What follows belongs to an exercise in optimizing a design on an open flow for small area; a production flow would make more cautious choices.
At most, simulation tests tie the RTL to the original design; equivalence was not proved.
The clock port is modelled as an ideal driver; clocking choices that lean on that would not hold on a real chip.
Power is estimated from default activity; no workload was simulated.

## v6
==> flow/design.v (excerpt) <==
module lmp_rx #(
    parameter T_GUARD = 40,
    parameter T_BIT   = 24,
    parameter CNT_W   = 16
) (
    input  wire             clk,
    input  wire             rst,
    input  wire             line_in,
    input  wire             rpt_ack,
    output wire             busy,
    output wire             out_valid,
    output wire             out_err,
    output wire [1:0]       out_code,
    output wire             out_type,
    output wire [15:0]      out_payload,
    output wire             out_parity,
    output wire [CNT_W-1:0] out_old,
    output wire [CNT_W-1:0] cnt_out
);
For scale: roughly 59 I/O pins, about 0.0026 sq mm of cells after synthesis.
clock: 10.0 ns
lec_check: 0
cap_margin: 0
core_margin: 2
core_utilization: 75
place_density: 0.85
slew_margin: 0
standard.sh (not shown) runs the stock make flow with config.mk's settings and CLKGATE_MAP_FILE= SYNTH_SCRIPT=/design/flow/synth_recipe.tcl, a recipe that flattens the netlist after the stock synthesis.
==> flow/flow/run.sh <==
#!/bin/bash
# The standard layout flow with these changes:
#  - synthesis is the standard one (same script, fsm/share skipped, same
#    flattening and renaming, same registers) except that ABC maps the
#    combinational logic with an area-oriented script (flow/area.abc);
#  - the port buffers are the smallest buffer (buf_1);
#  - the clock tree is built by flow/clktree.tcl (four clkbuf_8, each
#    driving a quarter of the flip-flops) before CTS; CTS, given the same buffer, then adds nothing.
set -uo pipefail
export MY_ABC_SCRIPT=$PWD/flow/area.abc
bash standard.sh \
  SYNTH_SCRIPT=$PWD/flow/synth.tcl \
  BUFFER_PORTS_ARGS="-buffer_cell sky130_fd_sc_hd__buf_1" \
  PRE_CTS_TCL=$PWD/flow/clktree.tcl \
  CTS_ARGS="-sink_clustering_enable -repair_clock_nets -dont_use_dummy_load -buf_list sky130_fd_sc_hd__clkbuf_8" \
  finish > standard.log 2>&1
Other scripts of this flow, unchanged in this note and not shown: flow/flow/area.abc, flow/flow/clktree.tcl, flow/flow/synth.tcl
Edits applied to the flow inputs when going from v6 to v29:
Settings: PLACE_DENSITY changed from 0.85 to 0.7; CORE_UTILIZATION changed from 75 to 50.
[summary]
Both conditions hold for v29: the flow ran to the end and the final layout passed the timing, design-rule and antenna checks.
Cell internal power dissipation of v29 is on par with v6.
Looking at fraction of power spent switching nets, v29 sits 0.98 points higher than v6 does.
Aggregate routed wire length, v29 and v6: higher on v6
Looking at final area across both flows, v29 is the weaker of the two, with v6 ahead.
v29 vs. v6: number of global-route vias before repair went down by 13%.
Total track usage in v29 is 12 points lower than in v6
[compare] base=v6 new=v29: clock power higher, worst setup slack shows an increase of 0.16 ns.
#### Input delta (v41 over v29)
Settings: PLACE_DENSITY: 0.7 -> 0.8; CORE_UTILIZATION: 50 -> 65.
--- a/flow/flow/run.sh
+++ b/flow/flow/run.sh
@@ -7,3 +7,3 @@
 #  - the clock tree is built by flow/clktree.tcl (four clkbuf_8, each
-#    driving a quarter of the flip-flops) before CTS; CTS, given the same buffer, then adds nothing.
+#    driving a quarter of the flip-flops) before CTS, which then adds nothing.
 set -uo pipefail
@@ -14,3 +14,3 @@
   PRE_CTS_TCL=$PWD/flow/clktree.tcl \
-  CTS_ARGS="-sink_clustering_enable -repair_clock_nets -dont_use_dummy_load -buf_list sky130_fd_sc_hd__clkbuf_8" \
+  CTS_ARGS="-sink_clustering_enable -repair_clock_nets -dont_use_dummy_load -buf_list sky130_fd_sc_hd__clkbuf_4" \
   finish > standard.log 2>&1
## What came out
- Layout-stage area growth over the synthesis result: lower on v29
- The clock share of power reported for v41 is greater than that of v29 by 14 points.
- Of v41 and v29, it is v41 that has the lower tap cell instance count.
- The estimated power of v41 ends up higher than the estimate for v29.
- Per the comparison of v41 with v29, global-route usage +10 points, placed cell area dropped 25 sq um.
- Compared with v29, v41 degrades total non-filler cell area in the finished layout.
- Between v29 and v41, combinational cell fraction of total power is lower for v41, v29 comes in above that.

---

The RTL this note starts from:
==> flow/design.v <==
module lmp_rx #(
    parameter T_GUARD = 40,
    parameter T_BIT   = 24,
    parameter CNT_W   = 16
) (
    input  wire             clk,
    input  wire             rst,
    input  wire             line_in,
    input  wire             rpt_ack,
    output wire             busy,
    output wire             out_valid,
    output wire             out_err,
    output wire [1:0]       out_code,
    output wire             out_type,
    output wire [15:0]      out_payload,
    output wire             out_parity,
    output wire [CNT_W-1:0] out_old,
    output wire [CNT_W-1:0] cnt_out
);
    reg        busy_r;
    reg        valid_r;
    reg [4:0]  tmr;
    reg [4:0]  step;
    reg [17:0] sr;
    reg        rp;
    reg [15:0] o_pay;
    reg [15:0] o_old;
    reg        o_type;
    reg        o_par;
    reg        o_perr;
    reg        fresh;
    wire rx     = busy_r & ~valid_r;
    wire wrap   = (tmr[4] & tmr[2] & tmr[1] & tmr[0]);
    wire st1    = (step == 5'd1);
    wire st_dec = (step == 5'd20);
    wire sample = rx & wrap & (step != 5'd0) & (step != 5'd2) & ~st_dec;
    wire decode = rx & wrap & st_dec;
    wire        match = (o_pay == o_old);
    wire        selp  = ~o_perr & o_type;
    wire        cin   = ~o_perr & ~o_type & ~fresh;
    wire [15:0] cnt   = selp ? o_pay : (o_old + {15'd0, cin});
    always @(posedge clk) begin
        if (!rx) begin
            tmr  <= 5'd8;
            step <= 5'd0;
        end else if (wrap) begin
            tmr  <= st1 ? 5'd8 : 5'd0;
            step <= step + 5'd1;
        end else begin
            tmr  <= tmr + 5'd1;
        end
        if (sample) begin
            sr <= {line_in, sr[17:1]};
            rp <= ~st1 & (rp ^ line_in);
        end
        if (rst) begin
            busy_r  <= 1'b0;
            valid_r <= 1'b0;
        end else if (!busy_r) begin
            busy_r  <= line_in;
        end else if (valid_r) begin
            if (rpt_ack) begin
                busy_r  <= 1'b0;
                valid_r <= 1'b0;
            end
        end else if (decode) begin
            valid_r <= 1'b1;
        end
        if (rst) begin
            o_pay  <= 16'd0;
            o_old  <= 16'd0;
            o_type <= 1'b0;
            o_par  <= 1'b0;
            o_perr <= 1'b0;
            fresh  <= 1'b1;
        end else if (decode) begin
            o_pay  <= sr[16:1];
            o_old  <= cnt;
            o_type <= sr[0];
            o_par  <= sr[17];
            o_perr <= rp;
            fresh  <= 1'b0;
        end
    end
    assign busy        = busy_r;
    assign out_valid   = valid_r;
    assign out_code    = {o_perr | (o_type & ~match), o_perr | (o_type & match)};
    assign out_err     = out_code[1];
    assign out_type    = o_type;
    assign out_payload = o_pay;
    assign out_parity  = o_par;
    assign out_old     = o_old;
    assign cnt_out     = cnt;
endmodule
==> flow/config.mk <==
export PLATFORM = sky130hd
export DESIGN_NAME = lmp_rx
export DESIGN_NICKNAME = lmp_rx
export VERILOG_FILES = /design/flow/design.v
export SDC_FILE = /design/flow/constraint.sdc
export NUM_CORES = 4
export LEC_CHECK = 0
export CAP_MARGIN = 20
export CORE_MARGIN = 2
export CORE_UTILIZATION = 40
export PLACE_DENSITY = 0.6
export SLEW_MARGIN = 20
==> flow/constraint.sdc <==
create_clock -name core_clock -period 10.0 [get_ports {clk}]
set_input_delay 2.0000 -clock core_clock [delete_from_list [all_inputs] [get_ports {clk}]]
set_output_delay 2.0000 -clock core_clock [all_outputs]
set_load 0.01 [all_outputs]
==> flow/flow/run.sh <==
#!/bin/bash
set -uo pipefail
bash standard.sh \
  BUFFER_PORTS_ARGS="-buffer_cell sky130_fd_sc_hd__buf_1" \
  CTS_ARGS="-sink_clustering_enable -repair_clock_nets -dont_use_dummy_load -buf_list sky130_fd_sc_hd__clkbuf_4" \
  finish > standard.log 2>&1
Change:
==> flow/flow/run.sh (replaced) <==
#!/bin/bash
# The standard layout flow with three changes:
#  - synthesis is the standard one (same script, fsm/share skipped, same
#    flattening and renaming, same registers) except that ABC maps the
#    combinational logic with an area-oriented script (flow/area.abc);
#  - the port buffers are the smallest buffer (buf_1);
#  - the clock tree is built from clkbuf_4 without dummy balancing loads.
set -uo pipefail
export MY_ABC_SCRIPT=$PWD/flow/area.abc
bash standard.sh \
  SYNTH_SCRIPT=$PWD/flow/synth.tcl \
  BUFFER_PORTS_ARGS="-buffer_cell sky130_fd_sc_hd__buf_1" \
  CTS_ARGS="-sink_clustering_enable -repair_clock_nets -dont_use_dummy_load -buf_list sky130_fd_sc_hd__clkbuf_4" \
  finish > standard.log 2>&1
==> flow/flow/area.abc (new file) <==
strash
dc2
dch -f
amap -m
topo
dnsize
==> flow/flow/synth.tcl (new file) <==
proc synth {args} { yosys synth -nofsm -noshare {*}$args }
proc abc {args} {
  set i [lsearch $args -script]
  if {$i >= 0 && [info exists ::env(MY_ABC_SCRIPT)]} { lset args [expr {$i+1}] $::env(MY_ABC_SCRIPT) }
  yosys abc {*}$args
}
source $::env(SCRIPTS_DIR)/synth.tcl
# left out here: clear keep_hierarchy, flatten, clean up, hide names made inside functions, write 1_2_yosys.v
Utilization rose by 1.6 points.
Clock skew fell by 4.7 ps.
Sequential power stays flat.
Setup slack loses 660 ps.
Worst hold slack gains 26 ps.
Clock power hardly moves.
Total power fell by about 1.3%.
No functional check of the RTL was part of any run of this note.

[what the ideal ports hide]
The flow's constraints put no driver on any port. The routed layouts listed below were extracted and timed again, unchanged, in two steps.
Step 1, drivers: a clkbuf_16 drives clk and a buf_2 each remaining input, both assumed.
Step 2 also shifts input and output timing later by t, the mid clock arrival at the registers, as if the neighbouring blocks saw the same clock.
Three values: ideal, step 1, step 2; two values: the first two.
| run | t (ns) | slack for setup (ns) | hold WS [ns] | worst register clock-pin slew, ns | cell pins on the clock port's net |
|---|---|---|---|---|---|
| v6 | 0.207 | 4.632 / 4.578 / 4.785 | 0.460 / 0.460 / 0.460 | 0.10 / 0.10 | 4 |
| v29 | 0.213 | 4.792 / 4.736 / 4.949 | 0.456 / 0.456 / 0.456 | 0.11 / 0.11 | 4 |
| v41 | 0.690 | 4.249 / 4.222 / 4.911 | 0.445 / 0.445 / 0.445 | 0.10 / 0.10 | 1 |
| the first run of note 2 | 0.403 | 5.411 / 5.380 / 5.783 | 0.425 / 0.425 / 0.425 | 0.12 / 0.12 | 1 |
| the second run of note 2 | 0.409 | 4.748 / 4.721 / 5.131 | 0.451 / 0.451 / 0.451 | 0.11 / 0.11 | 1 |
After both steps every run listed still meets setup and hold.
